This is an optimization exercise on Yosys and OpenROAD, whose aim is small area, a short achievable clock period and few clock cycles per item, not a production implementation.
No activity file was given, so power comes from the tool's default toggle rates.

old:
==> flow/design.v <==
module pqce_hyb_dec (
    input  wire        clk,
    input  wire        rst,
    input  wire        cmd_valid,
    output wire        cmd_ready,
    input  wire        cmd_dict,        
    input  wire [5:0]  cmd_bw,          
    input  wire        cmd_dis_env,     
    input  wire        cmd_len_valid,   
    input  wire [15:0] cmd_count,       
    input  wire [15:0] cmd_buf_len,     
    input  wire [15:0] cmd_length,      
    input  wire        in_valid,
    input  wire [7:0]  in_data,
    output wire        in_ready,
    output wire        out_valid,
    output wire [31:0] out_data,
    input  wire        out_ready,
    output wire        done,
    output wire [1:0]  done_cause,      
    output wire        done_space,      
    output wire        done_cbm         
);
    localparam [2:0] S_IDLE  = 3'd0,
                     S_ENV   = 3'd1,
                     S_WIDTH = 3'd2,
                     S_HDR   = 3'd3,
                     S_RPAY  = 3'd4,
                     S_CHK   = 3'd5,
                     S_RLE   = 3'd6,
                     S_BP    = 3'd7;
    localparam integer C = 6;           
    reg [2:0]  state;
    reg        fin;                     
    reg [5:0]  bw;
    reg        len_valid;
    reg [15:0] lrem;                    
    reg [15:0] n_left;                  
    reg [15:0] avail;                   
    reg [15:0] cnt;                     
    reg        htyp;                    
    reg        hbig;                    
    reg [2:0]  hidx;                    
    reg [4:0]  pnx;                     
    reg [3:0]  kr;                      
    reg [5:0]  cvb;                     
    reg        fdone;                   
    reg        endw;                    
    reg [7:0]  fb [0:C-1];
    reg [2:0]  fill;
    reg [2:0]  off;                     
    reg [2:0]  skip;                    
    reg [1:0]  cause;
    reg        space;
    wire [2:0] nb     = bw[5:3] + {2'd0, (bw[2:0] != 3'd0)};    
    wire       av_nz  = (avail != 16'd0);
    wire       room   = (fill != C[2:0]) || (skip != 3'd0);
    wire need_byte = (state == S_ENV) || (state == S_WIDTH) || (state == S_HDR) ||
                     ((state == S_RPAY || state == S_BP) && room);
    assign in_ready = need_byte && av_nz;
    wire   take     = in_ready && in_valid;
    wire   push     = take && (state == S_RPAY || state == S_BP);
    wire cvb_nz = (cvb != 6'd0) && (state != S_IDLE || endw);
    wire rle_v = (state == S_RLE) && (cnt != 16'd0) && (skip == 3'd0) && !cvb_nz;
    wire bp_v  = cvb_nz && (skip == 3'd0);
    assign out_valid = rle_v || bp_v;
    wire   give      = out_valid && out_ready;
    wire   give_r    = rle_v && out_ready;
    wire [39:0] win  = {fb[4], fb[3], fb[2], fb[1], fb[0]} >> off;
    wire        rmode = (state == S_RLE) && !cvb_nz;
    reg  [31:0] vmask;
    integer j;
    always @* begin
        for (j = 0; j < 32; j = j + 1)
            vmask[j] = rmode ? (bw > ((j / 8) * 8)) : (bw > j);
    end
    assign out_data  = win[31:0] & vmask;
    assign cmd_ready  = (state == S_IDLE) && !endw;
    assign done       = fin;
    assign done_cause = cause;
    assign done_space = space;
    assign done_cbm   = len_valid && (lrem != 16'd0);
    wire [15:0] sub_b = htyp ? {cnt[12:0], 3'b000} : cnt;
    wire [16:0] diff  = {1'b0, n_left} - {1'b0, sub_b};
    wire        rle_over = hbig || diff[16];
    wire        bp_sat   = hbig || (cnt[15:13] != 3'd0) || diff[16];
    wire [15:0] bp_m     = bp_sat ? n_left : {cnt[12:0], 3'b000};
    wire [4:0]  phase = (state == S_CHK) ? 5'd0 : pnx;
    reg  [3:0]  k;
    reg  [4:0]  phase_n;
    wire [5:0]  ps8 = {1'b0, phase} + 6'd8;
    always @* begin
        if (bw[5:3] != 3'd0) begin
            k       = (ps8 >= bw) ? 4'd1 : 4'd0;
            phase_n = (ps8 >= bw) ? (ps8[4:0] - bw[4:0]) : ps8[4:0];
        end else begin
            case ({bw[2:0], phase[2:0]})
            6'o10: begin k = 4'd8; phase_n = 5'd0; end
            6'o20: begin k = 4'd4; phase_n = 5'd0; end
            6'o21: begin k = 4'd4; phase_n = 5'd1; end
            6'o30: begin k = 4'd2; phase_n = 5'd2; end
            6'o31: begin k = 4'd3; phase_n = 5'd0; end
            6'o32: begin k = 4'd3; phase_n = 5'd1; end
            6'o40: begin k = 4'd2; phase_n = 5'd0; end
            6'o41: begin k = 4'd2; phase_n = 5'd1; end
            6'o42: begin k = 4'd2; phase_n = 5'd2; end
            6'o43: begin k = 4'd2; phase_n = 5'd3; end
            6'o50: begin k = 4'd1; phase_n = 5'd3; end
            6'o51: begin k = 4'd1; phase_n = 5'd4; end
            6'o52: begin k = 4'd2; phase_n = 5'd0; end
            6'o53: begin k = 4'd2; phase_n = 5'd1; end
            6'o54: begin k = 4'd2; phase_n = 5'd2; end
            6'o60: begin k = 4'd1; phase_n = 5'd2; end
            6'o61: begin k = 4'd1; phase_n = 5'd3; end
            6'o62: begin k = 4'd1; phase_n = 5'd4; end
            6'o63: begin k = 4'd1; phase_n = 5'd5; end
            6'o64: begin k = 4'd2; phase_n = 5'd0; end
            6'o65: begin k = 4'd2; phase_n = 5'd1; end
            6'o70: begin k = 4'd1; phase_n = 5'd1; end
            6'o71: begin k = 4'd1; phase_n = 5'd2; end
            6'o72: begin k = 4'd1; phase_n = 5'd3; end
            6'o73: begin k = 4'd1; phase_n = 5'd4; end
            6'o74: begin k = 4'd1; phase_n = 5'd5; end
            6'o75: begin k = 4'd1; phase_n = 5'd6; end
            6'o76: begin k = 4'd2; phase_n = 5'd0; end
            default: begin k = 4'd0; phase_n = 5'd0; end
            endcase
        end
    end
    wire        k_all = (cnt[15:4] == 12'd0) && (cnt[3:0] <= kr);
    wire [3:0]  k_eff = k_all ? cnt[3:0] : kr;
    wire [5:0]  cvb_pk  = cvb + {2'd0, k_eff};
    wire [5:0]  cvb_pk1 = cvb + {2'd0, k_eff} - 6'd1;
    wire        bp_last = fdone && (cvb == 6'd1);
    wire [5:0]  pos     = {3'd0, off} + bw;
    wire [5:0]  posr    = bp_last ? (pos + 6'd7) : pos;
    wire        rle_end = (state == S_RLE) && (cnt == 16'd1);
    wire        rle_z   = (state == S_RLE) && (cnt == 16'd0) && (skip == 3'd0) && !cvb_nz;
    wire [2:0]  npop    = cvb_nz ? posr[5:3] : (rle_end ? nb : 3'd0);
    wire [3:0]  lowpos  = {1'b0, off} + {1'b0, bw[2:0]};
    wire        bp_pop  = bp_last || (bw[5:3] != 3'd0) || lowpos[3];
    wire        pop_g   = cvb_nz ? bp_pop : (rle_end && nb != 3'd0);
    wire        pop     = (skip != 3'd0) || (give && pop_g) || (rle_z && nb != 3'd0);
    wire [2:0] wpos = fill - {2'd0, pop};
    integer i;
    always @(posedge clk) begin
        for (i = 0; i < C; i = i + 1) begin
            if (push && (pop ? (fill == i[2:0] + 3'd1) : (fill == i[2:0])))
                fb[i] <= in_data;
            else if (pop && i < C - 1)
                fb[i] <= fb[i + 1];
        end
    end
    always @(posedge clk) begin
        if (rst) begin
            state <= S_IDLE;
            fin   <= 1'b0;
            endw  <= 1'b0;
        end else begin
            fin <= 1'b0;
            if (take) begin
                avail <= avail - 16'd1;
                if (state != S_ENV)
                    lrem <= lrem - 16'd1;
            end
            if (push && !pop)
                fill <= fill + 3'd1;
            else if (pop && !push)
                fill <= fill - 3'd1;
            if (skip != 3'd0)
                skip <= skip - 3'd1;
            if (give) begin
                if (cvb_nz)
                    off <= bp_last ? 3'd0 : pos[2:0];
                if (npop != 3'd0)
                    skip <= npop - 3'd1;
            end
            case ({push && state == S_BP, give && cvb_nz})
            2'b10: cvb <= cvb_pk;
            2'b11: cvb <= cvb_pk1;
            2'b01: cvb <= cvb - 6'd1;
            default: ;
            endcase
            if (endw && give && bp_last) begin
                endw <= 1'b0;
                fin  <= 1'b1;
            end
            case (state)
            S_IDLE: ;
            S_ENV: begin
                if (take) begin
                    hidx <= hidx + 3'd1;
                    if (hidx == 3'd3) begin
                        hidx  <= 3'd0;
                        if (n_left == 16'd0) begin
                            fin   <= 1'b1;
                            state <= S_IDLE;
                        end else
                            state <= S_HDR;
                    end
                end
            end
            S_WIDTH: begin
                if (!av_nz) begin
                    cause <= 2'd1;
                    fin   <= 1'b1;
                    state <= S_IDLE;
                end else if (take) begin
                    bw <= in_data[5:0];
                    if (in_data[7] || in_data[6:0] > 7'd32) begin
                        cause <= 2'd2;
                        fin   <= 1'b1;
                        state <= S_IDLE;
                    end else if (n_left == 16'd0) begin
                        fin   <= 1'b1;
                        state <= S_IDLE;
                    end else
                        state <= S_HDR;
                end
            end
            S_HDR: begin
                if (!av_nz) begin
                    cause <= (hidx == 3'd0) ? 2'd3 : 2'd1;
                    fin   <= 1'b1;
                    state <= S_IDLE;
                end else if (take) begin
                    if (hidx != 3'd5)
                        hidx <= hidx + 3'd1;
                    case (hidx)
                    3'd0: begin
                        htyp <= in_data[0];
                        cnt  <= {10'd0, in_data[6:1]};
                        hbig <= 1'b0;
                    end
                    3'd1: cnt[12:6]  <= in_data[6:0];
                    3'd2: begin
                        cnt[15:13] <= in_data[2:0];
                        hbig       <= hbig | (in_data[6:3] != 4'd0);
                    end
                    3'd3: hbig <= hbig | (in_data[6:0] != 7'd0);
                    3'd4: hbig <= hbig | (in_data[3:0] != 4'd0);
                    default: ;
                    endcase
                    if (!in_data[7]) begin
                        hidx <= 3'd0;
                        if (((hidx == 3'd0) ? in_data[0] : htyp) || nb == 3'd0)
                            state <= S_CHK;
                        else
                            state <= S_RPAY;
                    end
                end
            end
            S_RPAY: begin
                if (!av_nz) begin
                    cause <= 2'd1;
                    fin   <= 1'b1;
                    state <= S_IDLE;
                end else if (take) begin
                    hidx <= hidx + 3'd1;
                    if (hidx + 3'd1 == nb) begin
                        hidx <= 3'd0;
                        if (rle_over) begin
                            cause <= 2'd1;
                            space <= 1'b1;
                            fin   <= 1'b1;
                            state <= S_IDLE;
                        end else begin
                            n_left <= diff[15:0];
                            state  <= S_RLE;
                        end
                    end
                end
            end
            S_CHK: if (!cvb_nz) begin
                if (!htyp) begin
                    if (rle_over) begin
                        cause <= 2'd1;
                        space <= 1'b1;
                        fin   <= 1'b1;
                        state <= S_IDLE;
                    end else begin
                        n_left <= diff[15:0];
                        state  <= S_RLE;
                    end
                end else begin
                    cnt    <= bp_m;
                    n_left <= bp_sat ? 16'd0 : diff[15:0];
                    pnx    <= phase_n;
                    kr     <= k;
                    fdone  <= 1'b0;
                    if (bp_m == 16'd0)
                        state <= S_HDR;
                    else if (bw == 6'd0)
                        state <= S_RLE;
                    else
                        state <= S_BP;
                end
            end
            S_RLE: begin
                if (rle_z || (give_r && rle_end)) begin
                    if (rle_z && nb != 3'd0)
                        skip <= nb - 3'd1;
                    if (n_left == 16'd0) begin
                        fin   <= 1'b1;
                        state <= S_IDLE;
                    end else
                        state <= S_HDR;
                end
                if (give_r)
                    cnt <= cnt - 16'd1;
            end
            S_BP: begin
                if (!av_nz) begin
                    cause <= 2'd1;
                    fin   <= 1'b1;
                    state <= S_IDLE;
                end else if (push) begin
                    cnt   <= cnt - {12'd0, kr};
                    pnx   <= phase_n;
                    kr    <= k;
                    if (k_all) begin
                        fdone <= 1'b1;
                        if (n_left == 16'd0) begin
                            endw  <= 1'b1;
                            state <= S_IDLE;
                        end else
                            state <= S_HDR;
                    end
                end
            end
            endcase
            if (cmd_valid && cmd_ready) begin
                bw        <= cmd_bw;
                len_valid <= cmd_len_valid & ~cmd_dict;
                lrem      <= cmd_length;
                n_left    <= cmd_count;
                avail     <= cmd_buf_len;
                cause     <= 2'd0;
                space     <= 1'b0;
                hidx      <= 3'd0;
                fill      <= 3'd0;
                skip      <= 3'd0;
                off       <= 3'd0;
                cvb       <= 6'd0;
                fdone     <= 1'b0;
                endw      <= 1'b0;
                fin       <= 1'b0;
                if (cmd_dict) begin
                    state <= S_WIDTH;
                end else if (cmd_bw > 6'd32) begin
                    cause <= 2'd2;
                    fin   <= 1'b1;
                    state <= S_IDLE;
                end else if (!cmd_dis_env) begin
                    if (cmd_buf_len < 16'd4) begin
                        cause <= 2'd1;
                        fin   <= 1'b1;
                        state <= S_IDLE;
                    end else
                        state <= S_ENV;
                end else if (cmd_count == 16'd0) begin
                    fin   <= 1'b1;
                    state <= S_IDLE;
                end else begin
                    state <= S_HDR;
                end
            end
        end
    end
endmodule
==> flow/config.mk <==
export PLATFORM = sky130hd
export DESIGN_NAME = pqce_hyb_dec
export DESIGN_NICKNAME = pqce_hyb_dec
export VERILOG_FILES = /design/flow/design.v
export SDC_FILE = /design/flow/constraint.sdc
export NUM_CORES = 4
export LEC_CHECK = 0
export CAP_MARGIN = 20
export CORE_MARGIN = 2
export CORE_UTILIZATION = 40
export SETUP_SLACK_MARGIN = 2.5
export SLEW_MARGIN = 20
==> flow/constraint.sdc <==
create_clock -name core_clock -period 7.0 [get_ports {clk}]
set_input_delay 1.4000 -clock core_clock [delete_from_list [all_inputs] [get_ports {clk}]]
set_output_delay 1.4000 -clock core_clock [all_outputs]
set_load 0.01 [all_outputs]
run.sh (not shown) runs the stock make flow with config.mk's settings and CLKGATE_MAP_FILE= SYNTH_SCRIPT=/design/flow/synth_recipe.tcl, a recipe that flattens the netlist after the stock synthesis.
diff inputs: old => new
--- a/flow/design.v
+++ b/flow/design.v
@@ -45,5 +45,5 @@
     reg [3:0]  kr;                      
     reg [5:0]  cvb;                     
-    reg        fdone;                   
+    reg        drain;                   
     reg        endw;                    
     reg [7:0]  fb [0:C-1];
@@ -54,5 +54,8 @@
     reg        space;
     wire [2:0] nb     = bw[5:3] + {2'd0, (bw[2:0] != 3'd0)};    
-    wire       av_nz  = (avail != 16'd0);
+    reg        av_nz;                   
+    reg        rz;                      
+    reg        popc;                    
+    reg        cbmr;
     wire       room   = (fill != C[2:0]) || (skip != 3'd0);
     wire need_byte = (state == S_ENV) || (state == S_WIDTH) || (state == S_HDR) ||
@@ -62,5 +65,5 @@
     wire   push     = take && (state == S_RPAY || state == S_BP);
     wire cvb_nz = (cvb != 6'd0) && (state != S_IDLE || endw);
-    wire rle_v = (state == S_RLE) && (cnt != 16'd0) && (skip == 3'd0) && !cvb_nz;
+    wire rle_v = (state == S_RLE) && !rz && (skip == 3'd0) && !drain;
     wire bp_v  = cvb_nz && (skip == 3'd0);
     assign out_valid = rle_v || bp_v;
@@ -68,5 +71,5 @@
     wire   give_r    = rle_v && out_ready;
     wire [39:0] win  = {fb[4], fb[3], fb[2], fb[1], fb[0]} >> off;
-    wire        rmode = (state == S_RLE) && !cvb_nz;
+    wire        rmode = (state == S_RLE) && !drain;
     reg  [31:0] vmask;
     integer j;
@@ -80,5 +83,5 @@
     assign done_cause = cause;
     assign done_space = space;
-    assign done_cbm   = len_valid && (lrem != 16'd0);
+    assign done_cbm   = cbmr;
     wire [15:0] sub_b = htyp ? {cnt[12:0], 3'b000} : cnt;
     wire [16:0] diff  = {1'b0, n_left} - {1'b0, sub_b};
@@ -132,12 +135,12 @@
     wire [5:0]  cvb_pk  = cvb + {2'd0, k_eff};
     wire [5:0]  cvb_pk1 = cvb + {2'd0, k_eff} - 6'd1;
-    wire        bp_last = fdone && (cvb == 6'd1);
+    wire        bp_last = drain && (cvb == 6'd1);
     wire [5:0]  pos     = {3'd0, off} + bw;
     wire [5:0]  posr    = bp_last ? (pos + 6'd7) : pos;
     wire        rle_end = (state == S_RLE) && (cnt == 16'd1);
-    wire        rle_z   = (state == S_RLE) && (cnt == 16'd0) && (skip == 3'd0) && !cvb_nz;
+    wire        rle_z   = (state == S_RLE) && rz && (skip == 3'd0) && !drain;
     wire [2:0]  npop    = cvb_nz ? posr[5:3] : (rle_end ? nb : 3'd0);
-    wire [3:0]  lowpos  = {1'b0, off} + {1'b0, bw[2:0]};
-    wire        bp_pop  = bp_last || (bw[5:3] != 3'd0) || lowpos[3];
+    wire [3:0]  nxpos   = {1'b0, pos[2:0]} + {1'b0, bw[2:0]};
+    wire        bp_pop  = bp_last || (bw[5:3] != 3'd0) || popc;
     wire        pop_g   = cvb_nz ? bp_pop : (rle_end && nb != 3'd0);
     wire        pop     = (skip != 3'd0) || (give && pop_g) || (rle_z && nb != 3'd0);
@@ -159,6 +162,8 @@
         end else begin
             fin <= 1'b0;
+            cbmr <= len_valid && (lrem != 16'd0);
             if (take) begin
                 avail <= avail - 16'd1;
+                av_nz <= (avail != 16'd1);
                 if (state != S_ENV)
                     lrem <= lrem - 16'd1;
@@ -171,6 +176,10 @@
                 skip <= skip - 3'd1;
             if (give) begin
-                if (cvb_nz)
-                    off <= bp_last ? 3'd0 : pos[2:0];
+                if (cvb_nz) begin
+                    off  <= bp_last ? 3'd0 : pos[2:0];
+                    popc <= !bp_last && nxpos[3];
+                    if (bp_last)
+                        drain <= 1'b0;
+                end
                 if (npop != 3'd0)
                     skip <= npop - 3'd1;
@@ -267,4 +276,5 @@
                         end else begin
                             n_left <= diff[15:0];
+                            rz     <= (cnt == 16'd0);
                             state  <= S_RLE;
                         end
@@ -272,5 +282,5 @@
                 end
             end
-            S_CHK: if (!cvb_nz) begin
+            S_CHK: if (!drain) begin
                 if (!htyp) begin
                     if (rle_over) begin
@@ -281,4 +291,5 @@
                     end else begin
                         n_left <= diff[15:0];
+                        rz     <= (cnt == 16'd0);
                         state  <= S_RLE;
                     end
@@ -288,9 +299,10 @@
                     pnx    <= phase_n;
                     kr     <= k;
-                    fdone  <= 1'b0;
                     if (bp_m == 16'd0)
                         state <= S_HDR;
-                    else if (bw == 6'd0)
+                    else if (bw == 6'd0) begin
+                        rz    <= 1'b0;
                         state <= S_RLE;
+                    end
                     else
                         state <= S_BP;
@@ -320,5 +332,5 @@
                     kr    <= k;
                     if (k_all) begin
-                        fdone <= 1'b1;
+                        drain <= 1'b1;
                         if (n_left == 16'd0) begin
                             endw  <= 1'b1;
@@ -334,4 +346,5 @@
                 len_valid <= cmd_len_valid & ~cmd_dict;
                 lrem      <= cmd_length;
+                cbmr      <= cmd_len_valid && (cmd_length != 16'd0);
                 n_left    <= cmd_count;
                 avail     <= cmd_buf_len;
@@ -343,5 +356,7 @@
                 off       <= 3'd0;
                 cvb       <= 6'd0;
-                fdone     <= 1'b0;
+                drain     <= 1'b0;
+                popc      <= 1'b0;
+                av_nz     <= (cmd_buf_len != 16'd0);
                 endw      <= 1'b0;
                 fin       <= 1'b0;
Notes after the runs:
new ended with more worst setup slack than old.
Share of the cycle needed by the critical path after routing, new and old: larger value in old
Diff old -> new | relative contribution of the clock network to total power | decrease of 1.8 points
old consumes less power than new.
When new is set beside old, its fraction of the yosys area taken by sequential cells turns out to be 0.34 points larger.
Function was not checked in any run of this note: the RTL went through the layout flow alone.

## separate check: timing with driven ports
Ports are ideal in the flow. The routed layouts listed here were re-timed in OpenROAD.
Step 1 sets driving cells, clkbuf_16 on the clock port and buf_2 on the other inputs (assumed; they add their load-dependent delay and slew).
Step 2 times the ports against the registers' clock, not the clock port: input delays grow and output delays shrink by t, the midpoint of the rising clock arrivals with the driver on.
Slacks: ideal / step 1 / step 2; pairs: ideal / step 1.
run	t, ns	setup WS [ns]	pins driven straight from the clock port
old	0.492	2.584 / 2.530 / 2.531	1
new	0.494	2.609 / 2.560 / 2.466	1
After both steps every run listed still meets setup and hold. The setup slack of new, which loses most, moves by -0.049 ns with the drivers and by -0.143 ns with both steps.
